This is an optimization exercise on Yosys and OpenROAD, whose aim is small area, a short achievable clock period and few clock cycles, not a production implementation. Function was checked by simulation only, so behaviour that the tests miss may differ from the original. No activity file was given, so power comes from the tool's default toggle rates.

File: flow/config.mk
export PLATFORM = sky130hd
export DESIGN_NAME = gbp_dec
export DESIGN_NICKNAME = gbp_dec
export VERILOG_FILES = /design/flow/design.v
export SDC_FILE = /design/flow/constraint.sdc
export NUM_CORES = 4
export LEC_CHECK = 0
export CAP_MARGIN = 20
export CORE_MARGIN = 2
export CORE_UTILIZATION = 40
export PLACE_DENSITY = 0.6
export SLEW_MARGIN = 20
File: flow/constraint.sdc
create_clock -name core_clock -period 7.0 [get_ports {clk}]
set_input_delay 1.4000 -clock core_clock [delete_from_list [all_inputs] [get_ports {clk}]]
set_output_delay 1.4000 -clock core_clock [all_outputs]
set_load 0.01 [all_outputs]
File: flow/design.v
module gbp_dec #(
    parameter [7:0] P_ID_EXT_STATUS   = 8'h61,
    parameter [7:0] P_ID_VERSION_INFO = 8'h63,
    parameter [7:0] P_ID_FOTA_SW      = 8'hB4,
    parameter [7:0] P_ID_OTHER        = 8'h20     
) (
    input  wire         clk,
    input  wire         rst,
    input  wire         start,
    input  wire [12:0]  frame_off,      
    input  wire [9:0]   frame_size,     
    input  wire         frame_ok,       
    input  wire         clr,            
    output wire         busy,
    output wire         done,
    output reg  [3:0]   res_code,
    output reg  [2:0]   dec_kind,
    output reg  [7:0]   dec_type,
    output reg          mem_re,
    output wire [9:0]   mem_addr,
    input  wire [31:0]  mem_rdata,
    output wire [216:0] fld,            
    output wire [38:0]  present
);
    localparam [3:0] R_OK         = 4'h0,
                     R_UNKNOWN    = 4'h6,
                     R_FIELD_TRUNC = 4'h7,
                     R_NO_FRAME   = 4'h9;
    localparam [1:0] SCH_EXT = 2'd1,
                     SCH_VER = 2'd2,
                     SCH_FOTA = 2'd3;
    localparam [2:0] S_IDLE   = 3'd0,
                     S_ID     = 3'd1,    
                     S_IDT    = 3'd2,    
                     S_STEP   = 3'd3,    
                     S_TAKE   = 3'd4,    
                     S_COMMIT = 3'd5,    
                     S_DONE   = 3'd6;
    reg [2:0]  state;
    reg [1:0]  sch;
    reg [4:0]  step;
    reg [12:0] d;         
    reg [12:0] e;         
    reg [7:0]  rev;
    reg [7:0]  w0, w1, w2;
    reg [1:0]  lane;
    localparam integer O0 = 0;    
    localparam integer O1 = 8;    
    localparam integer O2 = 16;    
    localparam integer O3 = 24;    
    localparam integer O4 = 32;    
    localparam integer O5 = 33;    
    localparam integer O6 = 41;    
    localparam integer O7 = 45;    
    localparam integer O8 = 49;    
    localparam integer O9 = 50;    
    localparam integer O10 = 51;    
    localparam integer O11 = 59;    
    localparam integer O12 = 60;    
    localparam integer O13 = 68;    
    localparam integer O14 = 69;    
    localparam integer O15 = 77;    
    localparam integer O16 = 78;    
    localparam integer O17 = 82;    
    localparam integer O18 = 86;    
    localparam integer O19 = 87;    
    localparam integer O20 = 103;    
    localparam integer O21 = 104;    
    localparam integer O22 = 105;    
    localparam integer O23 = 109;    
    localparam integer O24 = 113;    
    localparam integer O25 = 117;    
    localparam integer O26 = 121;    
    localparam integer O27 = 129;    
    localparam integer O28 = 133;    
    localparam integer O29 = 137;    
    localparam integer O30 = 145;    
    localparam integer O31 = 153;    
    localparam integer O32 = 157;    
    localparam integer O33 = 161;    
    localparam integer O34 = 169;    
    localparam integer O35 = 177;    
    localparam integer O36 = 185;    
    localparam integer O37 = 193;    
    localparam integer O38 = 206;    
    reg  [216:0] rec;           
    reg  [38:0]  pres_r;
    reg  [216:0] stg;           
    reg  [38:0]  tmask;         
    reg  [216:0] wmask;         
    wire [7:0] rbyte = mem_rdata[8*lane +: 8];
    wire       bool  = (rbyte == 8'd1);
    wire [3:0] nhi   = rbyte[7:4];
    wire [3:0] nlo   = rbyte[3:0];
    wire [12:0] fota_len = e - (d + 13'd1);    
    assign fld = rec;
    assign present = pres_r;
    assign busy = (state != S_IDLE);
    assign done = (state == S_DONE);
    reg gate;
    always @* begin
        gate = 1'b1;
        if (sch == SCH_EXT) begin
            case (step)
                5'd6:                       gate = (rev >= 8'd5);
                5'd7:                       gate = (rev >= 8'd3);
                5'd8, 5'd9, 5'd10:          gate = (rev >= 8'd4);
                5'd14, 5'd15, 5'd16,
                5'd17, 5'd18:               gate = (rev >= 8'd7);
                5'd19:                      gate = (rev >= 8'd8);
                5'd20:                      gate = (rev >= 8'd9);
                default:                    gate = 1'b1;
            endcase
        end
    end
    wire [4:0] nsteps = (sch == SCH_EXT) ? 5'd21 :
                        (sch == SCH_VER) ? 5'd10 : 5'd1;
    wire [12:0] raddr = d;
    always @* begin
        case (state)
            S_ID:    mem_re = 1'b1;
            S_STEP:  mem_re = (step < nsteps) && gate && (d < e);
            default: mem_re = 1'b0;
        endcase
    end
    assign mem_addr = raddr[11:2];
    always @* begin
        wmask[O0 +: 8] = {8{tmask[0]}};
        wmask[O1 +: 8] = {8{tmask[1]}};
        wmask[O2 +: 8] = {8{tmask[2]}};
        wmask[O3 +: 8] = {8{tmask[3]}};
        wmask[O4 +: 1] = {1{tmask[4]}};
        wmask[O5 +: 8] = {8{tmask[5]}};
        wmask[O6 +: 4] = {4{tmask[6]}};
        wmask[O7 +: 4] = {4{tmask[7]}};
        wmask[O8 +: 1] = {1{tmask[8]}};
        wmask[O9 +: 1] = {1{tmask[9]}};
        wmask[O10 +: 8] = {8{tmask[10]}};
        wmask[O11 +: 1] = {1{tmask[11]}};
        wmask[O12 +: 8] = {8{tmask[12]}};
        wmask[O13 +: 1] = {1{tmask[13]}};
        wmask[O14 +: 8] = {8{tmask[14]}};
        wmask[O15 +: 1] = {1{tmask[15]}};
        wmask[O16 +: 4] = {4{tmask[16]}};
        wmask[O17 +: 4] = {4{tmask[17]}};
        wmask[O18 +: 1] = {1{tmask[18]}};
        wmask[O19 +: 16] = {16{tmask[19]}};
        wmask[O20 +: 1] = {1{tmask[20]}};
        wmask[O21 +: 1] = {1{tmask[21]}};
        wmask[O22 +: 4] = {4{tmask[22]}};
        wmask[O23 +: 4] = {4{tmask[23]}};
        wmask[O24 +: 4] = {4{tmask[24]}};
        wmask[O25 +: 4] = {4{tmask[25]}};
        wmask[O26 +: 8] = {8{tmask[26]}};
        wmask[O27 +: 4] = {4{tmask[27]}};
        wmask[O28 +: 4] = {4{tmask[28]}};
        wmask[O29 +: 8] = {8{tmask[29]}};
        wmask[O30 +: 8] = {8{tmask[30]}};
        wmask[O31 +: 4] = {4{tmask[31]}};
        wmask[O32 +: 4] = {4{tmask[32]}};
        wmask[O33 +: 8] = {8{tmask[33]}};
        wmask[O34 +: 8] = {8{tmask[34]}};
        wmask[O35 +: 8] = {8{tmask[35]}};
        wmask[O36 +: 8] = {8{tmask[36]}};
        wmask[O37 +: 13] = {13{tmask[37]}};
        wmask[O38 +: 11] = {11{tmask[38]}};
    end
    always @(posedge clk) begin
        if (rst) begin
            state    <= S_IDLE;
            sch      <= 2'd0;
            step     <= 5'd0;
            d        <= 13'd0;
            e        <= 13'd0;
            rev      <= 8'd0;
            w0       <= 8'd0;
            w1       <= 8'd0;
            w2       <= 8'd0;
            lane     <= 2'd0;
            res_code <= 4'd0;
            dec_kind <= 3'd0;
            dec_type <= 8'd0;
            pres_r   <= 39'd0;
            tmask    <= 39'd0;
            rec      <= 217'd0;
            stg      <= 217'd0;
        end else begin
            if (mem_re)
                lane <= raddr[1:0];
            case (state)
                S_IDLE: begin
                    if (clr) begin
                        pres_r <= 39'd0;
                        rec    <= 217'd0;
                    end else if (start) begin
                        if (!frame_ok) begin
                            res_code <= R_NO_FRAME;
                            state    <= S_DONE;
                        end else if (frame_size < 10'd3) begin
                            dec_kind <= 3'd0;
                            dec_type <= 8'd0;
                            res_code <= R_FIELD_TRUNC;
                            state    <= S_DONE;
                        end else begin
                            d     <= frame_off + 13'd3;
                            e     <= frame_off + 13'd1 + {3'd0, frame_size};
                            state <= S_ID;
                        end
                    end
                end
                S_ID: begin
                    state <= S_IDT;
                end
                S_IDT: begin
                    dec_type <= rbyte;
                    dec_kind <= 3'd0;
                    d        <= d + 13'd1;
                    step     <= 5'd0;
                    tmask    <= 39'd0;
                    res_code <= R_OK;
                    if (rbyte == P_ID_EXT_STATUS) begin
                        dec_kind <= 3'd1;
                        sch      <= SCH_EXT;
                        state    <= S_STEP;
                    end else if (rbyte == P_ID_VERSION_INFO) begin
                        dec_kind <= 3'd2;
                        sch      <= SCH_VER;
                        state    <= S_STEP;
                    end else if (rbyte == P_ID_FOTA_SW) begin
                        dec_kind <= 3'd3;
                        sch      <= SCH_FOTA;
                        state    <= S_STEP;
                    end else if (rbyte == P_ID_OTHER) begin
                        dec_kind <= 3'd4;
                        state    <= S_DONE;
                    end else begin
                        res_code <= R_UNKNOWN;
                        state    <= S_DONE;
                    end
                end
                S_STEP: begin
                    if (step >= nsteps) begin
                        state <= S_COMMIT;
                    end else if (!gate) begin
                        step <= step + 5'd1;
                    end else if (d >= e) begin
                        res_code <= R_FIELD_TRUNC;
                        state    <= S_DONE;
                    end else begin
                        state <= S_TAKE;
                    end
                end
                S_TAKE: begin
                    d     <= d + 13'd1;
                    step  <= step + 5'd1;
                    state <= S_STEP;
                    case (sch)
                        SCH_EXT: case (step)
                            5'd0:  begin stg[O0 +: 8] <= rbyte; rev <= rbyte; tmask[0] <= 1'b1; end
                            5'd1:  begin stg[O1 +: 8] <= rbyte;   tmask[1] <= 1'b1; end
                            5'd2:  begin stg[O2 +: 8] <= rbyte;   tmask[2] <= 1'b1; end
                            5'd3:  begin stg[O3 +: 8] <= rbyte;   tmask[3] <= 1'b1; end
                            5'd4:  begin stg[O4 +: 1] <= bool; tmask[4] <= 1'b1; end
                            5'd5:  begin stg[O5 +: 8] <= rbyte;   tmask[5] <= 1'b1; end
                            5'd6:  begin
                                stg[O6 +: 4] <= nhi;
                                stg[O7 +: 4] <= nlo;
                                stg[O8 +: 1] <= (rbyte[7:4] == 4'd1);
                                stg[O9 +: 1] <= (rbyte[3:0] == 4'd1);
                                tmask[9:6] <= 4'b1111;
                            end
                            5'd7:  begin stg[O10 +: 8] <= rbyte;   tmask[10] <= 1'b1; end
                            5'd8:  begin stg[O11 +: 1] <= bool; tmask[11] <= 1'b1; end
                            5'd9:  begin stg[O12 +: 8] <= rbyte;   tmask[12] <= 1'b1; end
                            5'd10: begin stg[O13 +: 1] <= bool; tmask[13] <= 1'b1; end
                            5'd11: begin stg[O14 +: 8] <= rbyte;   tmask[14] <= 1'b1; end
                            5'd12: begin stg[O15 +: 1] <= bool; tmask[15] <= 1'b1; end
                            5'd13: begin
                                stg[O16 +: 4] <= nhi;
                                stg[O17 +: 4] <= nlo;
                                tmask[17:16] <= 2'b11;
                            end
                            5'd14: begin stg[O18 +: 1] <= bool; tmask[18] <= 1'b1; end
                            5'd15: w0 <= rbyte;
                            5'd16: w1 <= rbyte;
                            5'd17: w2 <= rbyte;
                            5'd18: begin
                                stg[O19 +: 16]   <= ({w1, w0} == {rbyte, w2}) ? {w1, w0} : 16'd0;
                                tmask[19] <= 1'b1;
                            end
                            5'd19: begin stg[O20 +: 1] <= bool; tmask[20] <= 1'b1; end
                            5'd20: begin stg[O21 +: 1] <= bool; tmask[21] <= 1'b1; end
                            default: ;
                        endcase
                        SCH_VER: case (step)
                            5'd0: begin stg[O22 +: 4] <= nhi; stg[O23 +: 4] <= nlo; tmask[23:22] <= 2'b11; end
                            5'd1: begin stg[O24 +: 4] <= nhi; stg[O25 +: 4] <= nlo; tmask[25:24] <= 2'b11; end
                            5'd2: begin stg[O26 +: 8] <= rbyte; tmask[26] <= 1'b1; end
                            5'd3: begin stg[O27 +: 4] <= nhi; stg[O28 +: 4] <= nlo; tmask[28:27] <= 2'b11; end
                            5'd4: begin stg[O29 +: 8] <= rbyte; tmask[29] <= 1'b1; end
                            5'd5: begin stg[O30 +: 8] <= rbyte; tmask[30] <= 1'b1; end
                            5'd6: begin stg[O31 +: 4] <= nhi; stg[O32 +: 4] <= nlo; tmask[32:31] <= 2'b11; end
                            5'd7: begin stg[O33 +: 8] <= rbyte; tmask[33] <= 1'b1; end
                            5'd8: begin stg[O34 +: 8] <= rbyte; tmask[34] <= 1'b1; end
                            5'd9: begin stg[O35 +: 8] <= rbyte; tmask[35] <= 1'b1; end
                            default: ;
                        endcase
                        SCH_FOTA: begin
                            stg[O36 +: 8] <= rbyte;
                            stg[O37 +: 13] <= d + 13'd1;
                            stg[O38 +: 11] <= fota_len[10:0];
                            tmask[38:36] <= 3'b111;
                        end
                        default: ;
                    endcase
                end
                S_COMMIT: begin
                    rec    <= (rec & ~wmask) | (stg & wmask);
                    pres_r <= pres_r | tmask;
                    state  <= S_DONE;
                end
                S_DONE: begin
                    state <= S_IDLE;
                end
                default: state <= S_IDLE;
            endcase
        end
    end
endmodule
File: flow/run.sh
#!/bin/bash
# synth_recipe.tcl (not shown) runs the flow's synth.tcl, then flattens the netlist and writes it again
# the make line also repeats each setting of config.mk as NAME=value (left out here)
make -C /OpenROAD-flow-scripts/flow DESIGN_CONFIG=/design/flow/config.mk WORK_HOME=/design/flow/orfs CLKGATE_MAP_FILE= SYNTH_SCRIPT=/design/flow/synth_recipe.tcl finish
==> impl_metrics.py <==
metrics = {
    "power": {
        "p_int_mw": 5.761,
        "p_per_area_nw_per_um2": 279.6,
        "comb_power_share": 0.163,
        "power_switching_mw": 2.273,
        "p_leak_nw": 10.06,
        "p_seq_frac": 0.429,
        "swShare": 0.2829,
        "ir_drop_uv": 179.7,
        "pwr-share-clk": 0.408,
    },
    "cells_and_area": {
        "nets": 3116,
        "final_util": 0.5085,
        "syn2layout_area_growth_pct": 25.45,
        "n_antenna_cell": 0,
        "final_cell_count_no_fill": 3812,
        "layout-drive-gt1-share": 0.04647,
        "final_area_um2": 28730,
    },
    "yosys": {
        "syn_inst": 2778,
        "netlist_area_um2": 22900,
        "ys.flop_type": "dfxtp_1",
        "synth_seq_area_share": 0.5053,
        "synth_top_area_frac": 0.5053,
        "yosysTopAreaCell": "dfxtp_1",
        "avgSynthCellArea_um2": 8.244,
        "syn_nets": 2885,
        "synthArstFlopShare": 0,
        "synthTopCellsByCount": "nand2_1, dfxtp_1, a21oi_1",
        "yosysMostFrequentCell": "nand2_1",
        "synth_edf_count": 0,
        "synth_seq_cells": 578,
        "synth_area_leaders": "dfxtp_1, nand2_1, a21oi_1, nor2_1, mux2i_1",
        "yosys_warnings": 1,
        "netlist-cell-type-count": 68,
    },
    "critical_path": {
        "crit_required_ns": 5.60,
        "crit_path_end_kind": "output pin",
        "critPathLaunchType": "flip-flop",
        "criticalPathCategory": "flip-flop to output pin",
        "crit_fanout": 18,
        "cp.arrival_ns": 3.74,
    },
    "floorplan": {
        "core_area_um2": 56500,
        "std_cell_rows": 87,
        "initial_utilization": 0.4054,
        "design.die.area_um2": 59180,
        "die_h_um": 243.3,
        "die_width_um": 243.3,
        "io_pins": 344,
    },
    "grt": {
        "grt_antenna_before_repair": 0,
        "grt-ovfl-total": 0,
        "grt_pass1_vias": 18870,
        "grt_max_degree": 199,
        "grt_usage": 0.2246,
        "grt_pass1_wl_um": 106500,
    },
    "place": {
        "place_congestion": 0.8488,
        "dpl-instance-area_um2": 26670,
        "dpl.hpwl_um": 46250,
        "dp.cells": 3703,
        "io_buffer_count": 343,
    },
    "route": {
        "vias_per_cell": 5.195,
        "drt_drc_violations_left": 0,
        "routed_wl_um": 68520,
        "final_antenna_net_count": 0,
        "drt_iter0_markers": 1471,
        "vias": 19800,
        "routedWlPerCell_um": 17.97,
        "drt-pass1-iter-count": 5,
    },
    "clocking": {
        "clockBufferDepth": 3,
        "cts_root_buf": "clkbuf_16",
        "clock_sinks": 578,
        "cts_setup_buffers": 0,
        "clkLatencyLatePin_ns": 0.63,
        "cts_tree": "built",
        "postCtsHoldBufs": 0,
        "clk_pin_slew_ns": 0.06,
        "numCtsBuffers": 60,
        "cts-htree-levels": 2,
        "cts_resized": 0,
    },
    "sta": {
        "maxSlewViolCount": 0,
        "whs_ns": 0.4472,
        "hold_viol": 0,
        "layout_min_cycle_time_ns": 5.138,
        "max_freq_mhz": 194.6,
        "skew_ns": 0.01660,
        "tightest_slew_ns": 1.092,
        "max_slew_margin": 0.2721,
        "setup_tns_ns": 0,
        "setup_viol": 0,
        "finalCritPeriodShare": 0.7339,
        "rsz0062_at_grt": "no",
    },
    "outcome": {
        "run_status": "finished clean",
    },
    "flow_run": {
        "max_cap_violations": 0,
    },
    "worst_hold_path": {
        "hp-class": "flip-flop to flip-flop",
    },
}
==> final cells by class <==
| cell class | count | area (um2) |
|---|---|---|
| Clock buffer | 90 | 1765 |
| Clock inverter | 19 | 281.5 |
| Fill cell | 5360 | 27770 |
| Inverter | 35 | 131.4 |
| Multi-Input combinational cell | 1971 | 10430 |
| Sequential cell | 578 | 11570 |
| Tap cell | 756 | 945.9 |
| Timing Repair Buffer | 363 | 3605 |
==> worst max-delay path: stages, from the launching register on <==
cell and delay [ns]:
dfxtp_1 0.46, ha_1 0.28, nor2b_2 0.69, a32o_1 0.26, o22ai_1 0.08, and4bb_4 0.25
o32ai_2 0.46, clkdlybuf4s50_1 0.63
==> state kept, by name (all words and copies together) (netlist names), 5 cells and up <==
| name | flops |
|---|---|
| dec_type | 8 |
| w0 | 8 |
| e | 13 |
| pres_r | 39 |
| step | 5 |
| d | 13 |
| w2 | 8 |
| rec | 217 |
| stg | 217 |
| tmask | 29 |
| w1 | 8 |
==> metrics by stage <==
stage / worst slack [ns] / power, mW
global placement: 2.614 / 4.803
finish: 1.862 / 8.033
CTS: 1.830 / 8.112
global route: 1.669 / 8.374
detailed placement: 2.553 / 4.821
floorplan: 3.361 / 4.363
==> cell usage in the layout (no fill, tap or decap), types with 11 or more instances in the layout <==
| cell | n |
|---|---|
| ha_1 | 45 |
| clkinv_2 | 11 |
| clkbuf_1 | 16 |
| nor2b_1 | 16 |
| mux2i_1 | 94 |
| buf_4 | 18 |
| nand2_1 | 707 |
| nand3_1 | 108 |
| dfxtp_1 | 578 |
| clkbuf_16 | 61 |
| and3_1 | 19 |
| a21oi_1 | 402 |
| o21ai_0 | 32 |
| nor2_1 | 263 |
| nor3_1 | 16 |
| and2_1 | 29 |
| a22oi_1 | 24 |
| xnor2_1 | 30 |
| a211oi_1 | 25 |
| clkbuf_8 | 13 |
| clkdlybuf4s50_1 | 342 |
| inv_1 | 35 |
| xor2_1 | 27 |
==> power by group through the flow <==
stage	combinational (mW)	sequential [mW]	clock, mW
detailed placement	1.31	3.51	0
CTS	1.31	3.44	3.36
floorplan	0.885	3.48	0
global placement	1.29	3.51	0
finish	1.31	3.45	3.28
global route	1.43	3.45	3.49
==> cell families (layout without fill, tap and decap cells) <==
family | count (synthesis) | in the layout | share of synthesized area
buffers and inverters | 229 | 507 | 0.04087
xor gates and xnor gates | 57 | 57 | 0.02180
adders and majority gates | 47 | 47 | 0.02633
and+or+nand+nor | 1226 | 1226 | 0.2263
muxes | 102 | 102 | 0.04895
AOI/OAI and AO/OA | 539 | 539 | 0.1305
DFF | 578 | 578 | 0.5053
==> metal layers <==
| layer | share of wire | GRT usage | up-vias | wire (um) |
|---|---|---|---|---|
| li1 | - | - | 9746 | - |
| met1 | 0.44 | 0.2922 | 9382 | 29970 |
| met2 | 0.48 | 0.3813 | 562 | 32850 |
| met3 | 0.057 | 0.03734 | 112 | 3890 |
| met4 | 0.026 | 0.06803 | 0 | 1803 |
| met5 | 0 | 0 | - | 0 |
==> final timing paths <==
path	start	end	slack [ns]	depth (start not counted)
min	stg[121]	rec[121]	0.45	2
min reg2reg	stg[121]	rec[121]	0.45	2
max	step[1]	mem_re	1.86	7
max reg2reg	lane[0]	stg[89]	3.69	6
Testbench counts, summed over its fixed seeds: cycles 73,296.

separate check: timing with driven ports:
The results above use ideal ports. As a check the final layout listed here was re-extracted and re-timed, cells and wires unchanged.
Step 1 (the two cells are an assumption about what drives the block):
set clk [get_ports {clk}]
set_driving_cell -lib_cell sky130_fd_sc_hd__clkbuf_16 $clk
set_driving_cell -lib_cell sky130_fd_sc_hd__buf_2 [delete_from_list [all_inputs] $clk]
Step 2 moves the port delays by t, midway between the first and last clock arrival at a register: inputs arrive t later, outputs are due t later. That takes back most of the time a late clock gives input paths.
Three values: no drivers, after step 1, after step 2; two values: the first two.
t, ns: 0.679
setup slack, ns: 1.862 / 1.800 / 2.480
hold WS [ns]: 0.447 / 0.447 / 0.447
worst setup path at the end: register to output
clock arrival spread, ns: 0.017 / 0.017
After both steps this run still meets setup and hold. The setup slack of this run moves by -0.062 ns with the drivers and by +0.618 ns with both steps.
